Context: an optimization exercise on an open-source flow, tuned for small area, a short achievable clock period and few clock cycles per item. The choices shown serve that exercise and are no tape-out recipe.
Function was checked by simulation only, so behaviour that the tests miss may differ from the original.
Power is estimated from default activity; no workload was simulated.

==> flow/design.v, too long to show whole: its modules and the start of the top module <==
// module hpsdr_telem: 141 lines
// module hpsdr_fa: 5 lines
// module hpsdr_ha: 5 lines
// module hpsdr_s2: 1176 lines
// module hpsdr_bridge: 373 lines
module hpsdr_telem (
    input  wire        clk,
    input  wire        rst,
    input  wire        in_valid,
    output wire        in_ready,
    input  wire [7:0]  in_c0,
    input  wire [31:0] in_data,
    output wire        out_valid,
    input  wire        out_ready,
    output reg  [2:0]  out_kind,
    output reg  [2:0]  out_keys,
    output reg  [31:0] out_a,
    output reg  [31:0] out_b
);
  // ...
==> flow/run.sh <==
#!/bin/bash
# synth_recipe.tcl (not shown) runs the flow's synth.tcl, then flattens the netlist and writes it again
# the make line also repeats each setting of config.mk as NAME=value (left out here)
make -C /OpenROAD-flow-scripts/flow DESIGN_CONFIG=/design/flow/config.mk WORK_HOME=/design/flow/orfs CLKGATE_MAP_FILE= SYNTH_SCRIPT=/design/flow/synth_recipe.tcl finish
==> flow/config.mk <==
export PLATFORM = sky130hd
export DESIGN_NAME = hpsdr_telem
export DESIGN_NICKNAME = hpsdr_telem
export VERILOG_FILES = /design/flow/design.v
export SDC_FILE = /design/flow/constraint.sdc
export NUM_CORES = 4
export LEC_CHECK = 0
export CAP_MARGIN = 20
export CORE_MARGIN = 2
export CORE_UTILIZATION = 40
export SLEW_MARGIN = 20
export SYNTH_HIERARCHICAL = 1
==> flow/constraint.sdc <==
create_clock -name core_clock -period 12.0 [get_ports {clk}]
set_input_delay 2.4000 -clock core_clock [delete_from_list [all_inputs] [get_ports {clk}]]
set_output_delay 2.4000 -clock core_clock [all_outputs]
set_load 0.01 [all_outputs]
==> results.toml, run 1 <==
[outcome]
status = "finished clean"

[clock_network]
path_clk_slew_ns = 0.06

[setup_path]
critPathBufInv = 0
cp-startpoint = "r1_ub[14]"
crit_top_cell = "fa_1"
cp.required_ns = 12.34
reg2reg_from = "r1_ub[14]"

[sta]
timing.final.crit_share_pct = 49.0
max_slew_margin_pct = 28.9

[power_and_ir_drop]
internal_power_mw = 4.46
ir_worst_vdd_mv = 0.249

[min_path]
min_from = "r2_keys[1]"

[synthesis]
async_flop_share_pct = 0
synth_most_common_cell = "fa_1"
syn_inst = 2700
synthAdderAreaFrac_pct = 33.1

[die]
rows = 97
fp.dieH_um = 270

[grt]
met1_usage_pct = 30.6

[layout]
nets = 3386
buf_share_pct = 4.14
multi_input_area_um2 = 19700
multi_input_area_share_pct = 62.2
seq_cells = 274

[drt]
drtAntennaViolNets = 0

[job]
drv_cap = 0

[place]
gp_congestion = 0.955
dp_hpwl_um = 67200
Testbench counts, summed over its fixed seeds: cycles 3,232, items 3,200.
==> run 2, diff against run 1 <==
--- a/flow/config.mk
+++ b/flow/config.mk
@@ -9,3 +9,3 @@
 export CORE_MARGIN = 2
-export CORE_UTILIZATION = 40
+export CORE_UTILIZATION = 70
 export SLEW_MARGIN = 20
==> run 2 against run 1 <==
Still clean on timing, DRC and antenna. Synthesized cell count is the same. Register-to-register slack lost 0.03 ns. Count of clock-buffer cells in the layout shrank 12. Setup slack lost 0.032 ns. Sequential power grew 3%.
==> results.toml, run 2 <==
[power_and_ir_drop]
combPwrFrac_pct = 73.3
ir_worst_vdd_mv = 0.288
p_switching_mw = 5.09
p_sw_share_pct = 53.7
internal_power_mw = 4.39
leakagePower_nw = 13.4
pwr-share-clk_pct = 10.0
power_density_nw_per_um2 = 307
power_frac_seq_pct = 16.7

[die]
initial_core_util_pct = 71.1
die_area_um2 = 42100
io_pins = 116
fp.dieH_um = 205
core_area_um2 = 39800
die_w_um = 205
rows = 73

[drt]
drt-total-wl_um = 86300
wl_per_cell_um = 25.9
drc = 0
num_vias = 23100
drt_iter0_drc = 2865
drtAntennaViolNets = 0
avgViaCountPerCell = 6.94
firstDrtPassIters = 8

[setup_path]
cp.required_ns = 12.45
worstSetupEndpointType = "register"
worst_setup_path_start_kind = "register"
critical_path.max_fanout = 7
worstPathArrival_ns = 6.36
cp-startpoint = "r1_us[19]"
ff2ff_setup_slack_ns = 6.09
worstSetupEndpoint = "r2_t[39]"
worst_r2r_path_depth = 17
critPathKind = "reg -> reg"
worstReg2RegEnd = "r2_t[39]"
reg2reg_from = "r1_us[19]"

[grt]
antenna_found_initial = 5
first_global_vias = 23300
overflow = 0
track_usage_pct = 42.2
grt_max_degree = 179
grt_pass1_wl_um = 134000

[sta]
max_slew_margin_pct = 31.0
clock.fmax_mhz = 169
post-route-min-period_ns = 5.91
timing.final.crit_share_pct = 49.2
tns_ns = 0
skew_ns = 0.0345
finalHoldViolations = 0
rsz0062_at_grt = "no"
fin_ws_ns = 6.09
tightest_slew_ns = 1.02
setup_viol = 0
timing.hold.ws_ns = 0.423
finalMaxSlewViolations = 0

[synthesis]
async_flop_share_pct = 0
yosysTopAreaCell = "edfxtp_1"
synthFlopType = "edfxtp_1"
ys_seq_area_share_pct = 27.5
synth.avg_cell_area_um2 = 10.5
ys_warn_count = 7
ys_ff_latch = 274
ys_top_cells_by_count = "fa_1 (332), nand2_1 (263), edfxtp_1 (231)"
synth.distinct_cells = 107
synth_edf_count = 231
syn_inst = 2700
netlist_top_cells_area = "edfxtp_1 (24%), fa_1 (23%), ha_1 (9.6%)"
synth_most_common_cell = "fa_1"
synth.top_cell.area_share_pct = 24.5
mappedNetlistArea_um2 = 28300

[clock_network]
cts_tree = "built"
clock-sinks = 274
numCtsBuffers = 27
hold_buffers = 0
htree_levels = 1
cts_buffer_depth = 3
cts_root_buf = "clkbuf_16"
clk_latency_ns = 0.60
path_clk_slew_ns = 0.07
post-cts-setup-buffers = 0
cts_resized = 0

[layout]
syn2layout_area_growth_pct = 9.00
largest_reg_flops = 40
drive_gt1_share_pct = 6.11
largest_register = "r2_t"
fin_util_pct = 77.5
nets = 3372
final_common_cell = "fa_1"
nFillCells = 2465
stdcell_area_um2 = 30900
final_cell_mix = "fa_1 (332), nand2_1 (263), edfxtp_1 (231), ha_1 (217), a21oi_1 (176)"

[place]
place_ws_ns = 6.29
dp_hpwl_um = 63300
port_buffers = 114
gp_congestion = 0.988
place_area_um2 = 29900

[outcome]
status = "finished clean"

[min_path]
hp-class = "reg -> reg"

[job]
drv_cap = 0
## run 2: modules after synthesis (local to each module, per instance)
module        cell area (µm²)  copies in the design  flops+latches  cells
hpsdr_bridge             2370                     1              0    348
hpsdr_fa                 20.0                   304              0      1
hpsdr_ha                 12.5                    63              0      1
hpsdr_s2                 4340                     1              0    714
hpsdr_telem             14700                     1            274   1271
## run 2: cells by family after synthesis
family / share of synthesized area (%)
and+or+nand+nor: 13.6
AOI/OAI and AO/OA: 15.3
buffers and inverters: 3.89
DFF: 27.5
muxes: 3.29
adders and majority gates: 33.1
other: 0.0398
xor gates and xnor gates: 3.12
## run 2: area by class of cell
cell class | count | area, µm² | share of cell area (%)
diodes | 5 | 12.5 | 0.0405
clock buffers | 28 | 679 | 2.20
clock inverters | 22 | 309 | 1.00
inverters | 139 | 522 | 1.69
multi-input cells | 2212 | 19700 | 63.7
flip-flops and latches | 274 | 7800 | 25.3
well taps | 525 | 657 | 2.13
repair buffers | 125 | 1240 | 4.01
## run 2: worst min path at each step
stage	cells past startpoint	slack [ns]	startpoint	endpoint
after floorplan	0	0.40	r2_keys[0]	out_keys[0]
after global placement	0	0.40	s_keys[1]	r1_keys[1]
after detailed placement	0	0.41	r1_h[1]	r2_h[1]
after CTS	0	0.42	r1_h[1]	r2_h[1]
after global routing	0	0.43	r1_h[1]	r2_h[1]
final	0	0.42	r1_h[1]	r2_h[1]
## run 2: power by group through the flow
stage	clock (mW)	combinational [mW]	sequential, mW
after global placement	0	6.47	1.58
after detailed placement	0	6.62	1.59
after global routing	0.982	7.43	1.60
after CTS	0.951	6.74	1.57
final	0.952	6.94	1.58
after floorplan	0	4.68	1.40
## run 2: worst max-delay path: stages (launching register included)
cell,delay (ns)
edfxtp_1,0.55
inv_1,0.36
nand2_1,0.14
fa_1,0.59
fa_1,0.44
fa_1,0.50
fa_1,0.60
fa_1,0.45
ha_1,0.40
a21oi_1,0.27
o21ai_1,0.12
a21oi_1,0.23
o21bai_1,0.09
a221o_1,0.29
a21o_1,0.21
nor4_1,0.31
a31oi_1,0.10
nand4_1,0.12
## run 2: layer usage
layer	share of wire (%)	global-route usage, %
met1	36	54.6
met2	46	67.5
met3	11	8.75
met4	6.3	22.3
met5	0	0
## run 2: per-stage QoR
step | power (mW) | cells
after CTS | 9.26 | 3325
after floorplan | 6.08 | 2757
after detailed placement | 8.21 | 3275
after global routing | 10.0 | 3325
final | 9.47 | 3330
after global placement | 8.04 | 3275
==> run 3, diff against run 2 <==
==> flow/flow/run.sh (new file) <==
#!/bin/bash
set -euo pipefail
bash standard.sh SETUP_SLACK_MARGIN=${MARGIN:-7} finish > standard_flow.log 2>&1
==> flow/standard.sh (new file) <==
#!/bin/bash
# synth_recipe.tcl (not shown) runs the flow's synth.tcl, then flattens the netlist and writes it again
# the make line also repeats each setting of config.mk as NAME=value (left out here)
make -C /OpenROAD-flow-scripts/flow DESIGN_CONFIG=/design/flow/config.mk WORK_HOME=/design/flow/orfs CLKGATE_MAP_FILE= SYNTH_SCRIPT=/design/flow/synth_recipe.tcl "${@:-finish}"
--- a/flow/config.mk
+++ b/flow/config.mk
@@ -9,3 +9,3 @@
 export CORE_MARGIN = 2
-export CORE_UTILIZATION = 70
+export CORE_UTILIZATION = 40
 export SLEW_MARGIN = 20
removed: flow/run.sh
==> run 3 against run 2 <==
Synthesized area is the same. Still clean on timing, DRC and antenna. Core utilization decreased by 30 points. Sequential cell count unchanged. Synthesized cell count unchanged. Maximum frequency is 15% higher. Non-clock buffer count up 156. Critical path depth decreased by 2. Wire length rose by 2.9%. Register-to-register slack better by 0.79 ns. Largest cell class unchanged.
==> results.toml, run 3 <==
[setup_path]
worstReg2RegEnd = "r2_t[37]"
worstSetupEndpoint = "r2_t[37]"
ff2ff_setup_slack_ns = 6.88
critPathKind = "reg -> reg"
worstPathArrival_ns = 5.42
worst_r2r_path_depth = 15
cp-startpoint = "r1_ub[2]"
reg2reg_from = "r1_ub[2]"
worst_setup_path_start_kind = "register"
critical_path.max_fanout = 8
cp.required_ns = 12.30
worstSetupEndpointType = "register"

[sta]
fin_ws_ns = 6.88
rsz0062_at_grt = "yes"
timing.final.crit_share_pct = 42.7
post-route-min-period_ns = 5.12
max_slew_margin_pct = 31.8
setup_viol = 0
tightest_slew_ns = 1.02
skew_ns = 0.0445
clock.fmax_mhz = 195
finalHoldViolations = 0
tns_ns = 0
finalMaxSlewViolations = 0

[layout]
largest_register = "r2_t"
num_antenna_cells = 0
final_common_cell = "fa_1"
drive_gt1_share_pct = 14.7
syn2layout_area_growth_pct = 17.7
final_cell_mix = "fa_1 (329), nand2_1 (254), edfxtp_1 (231), ha_1 (194), buf_4 (157)"
nets = 3535
largest_reg_flops = 40

[synthesis]
ys_top_cells_by_count = "fa_1 (332), nand2_1 (263), edfxtp_1 (231)"
synth.distinct_cells = 107
synth_most_common_cell = "fa_1"
synth.top_cell.area_share_pct = 24.5
ys_warn_count = 7
netlist_top_cells_area = "edfxtp_1 (24%), fa_1 (23%), ha_1 (9.6%)"
ys_seq_area_share_pct = 27.5
ys_ff_latch = 274
mappedNetlistArea_um2 = 28300
synthFlopType = "edfxtp_1"
yosysTopAreaCell = "edfxtp_1"
synth.avg_cell_area_um2 = 10.5
async_flop_share_pct = 0
syn_inst = 2700
synth_edf_count = 231

[drt]
num_vias = 21900
avgViaCountPerCell = 5.60
drt_iter0_drc = 1653
wl_per_cell_um = 22.7
drt-total-wl_um = 88800
drtAntennaViolNets = 0
drc = 0
firstDrtPassIters = 5

[die]
die_w_um = 270
die_area_um2 = 72900
initial_core_util_pct = 40.4
rows = 97
core_area_um2 = 70000
io_pins = 116
fp.dieH_um = 270

[place]
gp_congestion = 0.945
port_buffers = 114
place_ws_ns = 6.09
dp_hpwl_um = 66800

[grt]
overflow = 0
first_global_vias = 22400
antenna_found_initial = 0
grt_pass1_wl_um = 136000
track_usage_pct = 24.2
grt_max_degree = 76

[power_and_ir_drop]
ir_worst_vdd_mv = 0.281
power_density_nw_per_um2 = 295
leakagePower_nw = 14.4

[clock_network]
cts_buffer_depth = 3
cts_root_buf = "clkbuf_16"
htree_levels = 2
path_clk_slew_ns = 0.06
clk_latency_ns = 0.55
cts_tree = "built"
hold_buffers = 0
clock-sinks = 274
numCtsBuffers = 34

[min_path]
min_from = "r1_h[9]"
hp-class = "reg -> reg"

[outcome]
status = "finished clean"

[job]
drv_cap = 0
run 3: final cells by class:
| cell class | count | area (µm²) |
|---|---|---|
| clock inverter | 14 | 106 |
| tap | 940 | 1180 |
| inverter | 139 | 526 |
| sequential | 274 | 7800 |
| timing repair buffer | 281 | 2440 |
| fill | 6449 | 36700 |
| multi-input combinational | 2212 | 20300 |
| clock buffer | 46 | 978 |
run 3: cell families after synthesis:
family                     Yosys count  share of synthesized area [%]
and+or+nand+nor                    762                           13.6
AOI/OAI and AO/OA                  652                           15.3
adders and majority gates          551                           33.1
DFF                                274                           27.5
buffers and inverters              271                           3.89
xor gates and xnor gates           101                           3.12
muxes                               86                           3.29
other                                3                         0.0398
run 3: how the worst min path moves through the flow:
stage | cells past startpoint | end | slack (ns)
after floorplan | 0 | out_keys[0] | 0.40
after global routing | 0 | r2_h[9] | 0.42
after global placement | 0 | r2_keys[1] | 0.40
final | 0 | r2_h[9] | 0.41
after detailed placement | 0 | r2_h[5] | 0.40
after CTS | 0 | r2_h[9] | 0.42
run 3: per-module statistics from Yosys (local to each module, per instance):
module,copies in the design,area [µm²],cells
hpsdr_bridge,1,2370,348
hpsdr_fa,304,20.0,1
hpsdr_telem,1,14700,1271
hpsdr_ha,63,12.5,1
hpsdr_s2,1,4340,714
run 3: through the flow:
step           utilization, %  cell area, µm²  hold slack [ns]  instances  power [mW]
2_1_floorplan               -           28600            0.400       2757        6.09
3_3_place_gp             43.5           30400            0.404       3697        8.03
3_5_place_dp             43.5           30400            0.405       3697        8.11
4_1_cts                  46.6           32600            0.417       3856        9.38
5_1_grt                  47.6           33300            0.419       3906        10.5
6_report                 47.6           33300            0.412       3906        9.82
run 3: power by group:
| group | switching [mW] | internal (mW) |
|---|---|---|
| Clock | 0.409 | 0.596 |
| Sequential | 0.229 | 1.23 |
| Combinational | 4.46 | 2.90 |
run 3: what timing repair did:
item	4_1_cts	5_1_grt
buffers inserted	99	50
hold endpoints to repair	0	0
gates resized for setup	73	76
setup endpoints to repair	40	45
pin swaps	18	47
run 3: layer usage:
layer  wire, µm  track usage [%]
met1      37900             31.4
met2      43300             41.1
met3       3930             2.89
met4       3640             9.37
met5          0                0
run 3: worst max-delay path, cell delays in order, from the launching register on:
cell and delay [ns]:
edfxtp_1 0.53, buf_6 0.18, and2_1 0.14, fa_1 0.47, fa_1 0.54, fa_1 0.44
fa_1 0.56, fa_1 0.46, ha_4 0.28, a21o_1 0.24, a211oi_4 0.29, o221ai_2 0.15
a21o_1 0.20, a21oi_4 0.18, o31a_1 0.17, nor3_2 0.04

static timing again, ports no longer ideal:
The flow's constraints put no driver on any port. The routed layouts listed below were extracted and timed again, unchanged, in two steps. Step 1 (the two cells are an assumption about what drives the block):
set clk [get_ports {clk}]
set_driving_cell -lib_cell sky130_fd_sc_hd__clkbuf_16 $clk
set_driving_cell -lib_cell sky130_fd_sc_hd__buf_2 [delete_from_list [all_inputs] $clk]
Step 2 adds t to the input delays and takes it off the output delays; t is the mean of the earliest and latest rising clock arrival at the registers after step 1. Input paths then give back, and output paths get back, about the clock's delay inside the block. a / b / c = ideal / step 1 / step 2; a / b = the first two.
run	t, ns	setup WS [ns]	worst register clock-pin slew, ns
run 1	0.615	6.124 / 6.124 / 6.124	0.06 / 0.06
run 2	0.643	6.092 / 6.092 / 6.092	0.08 / 0.08
run 3	0.587	6.878 / 6.878 / 6.878	0.07 / 0.07
After both steps setup and hold are still met in every run listed.
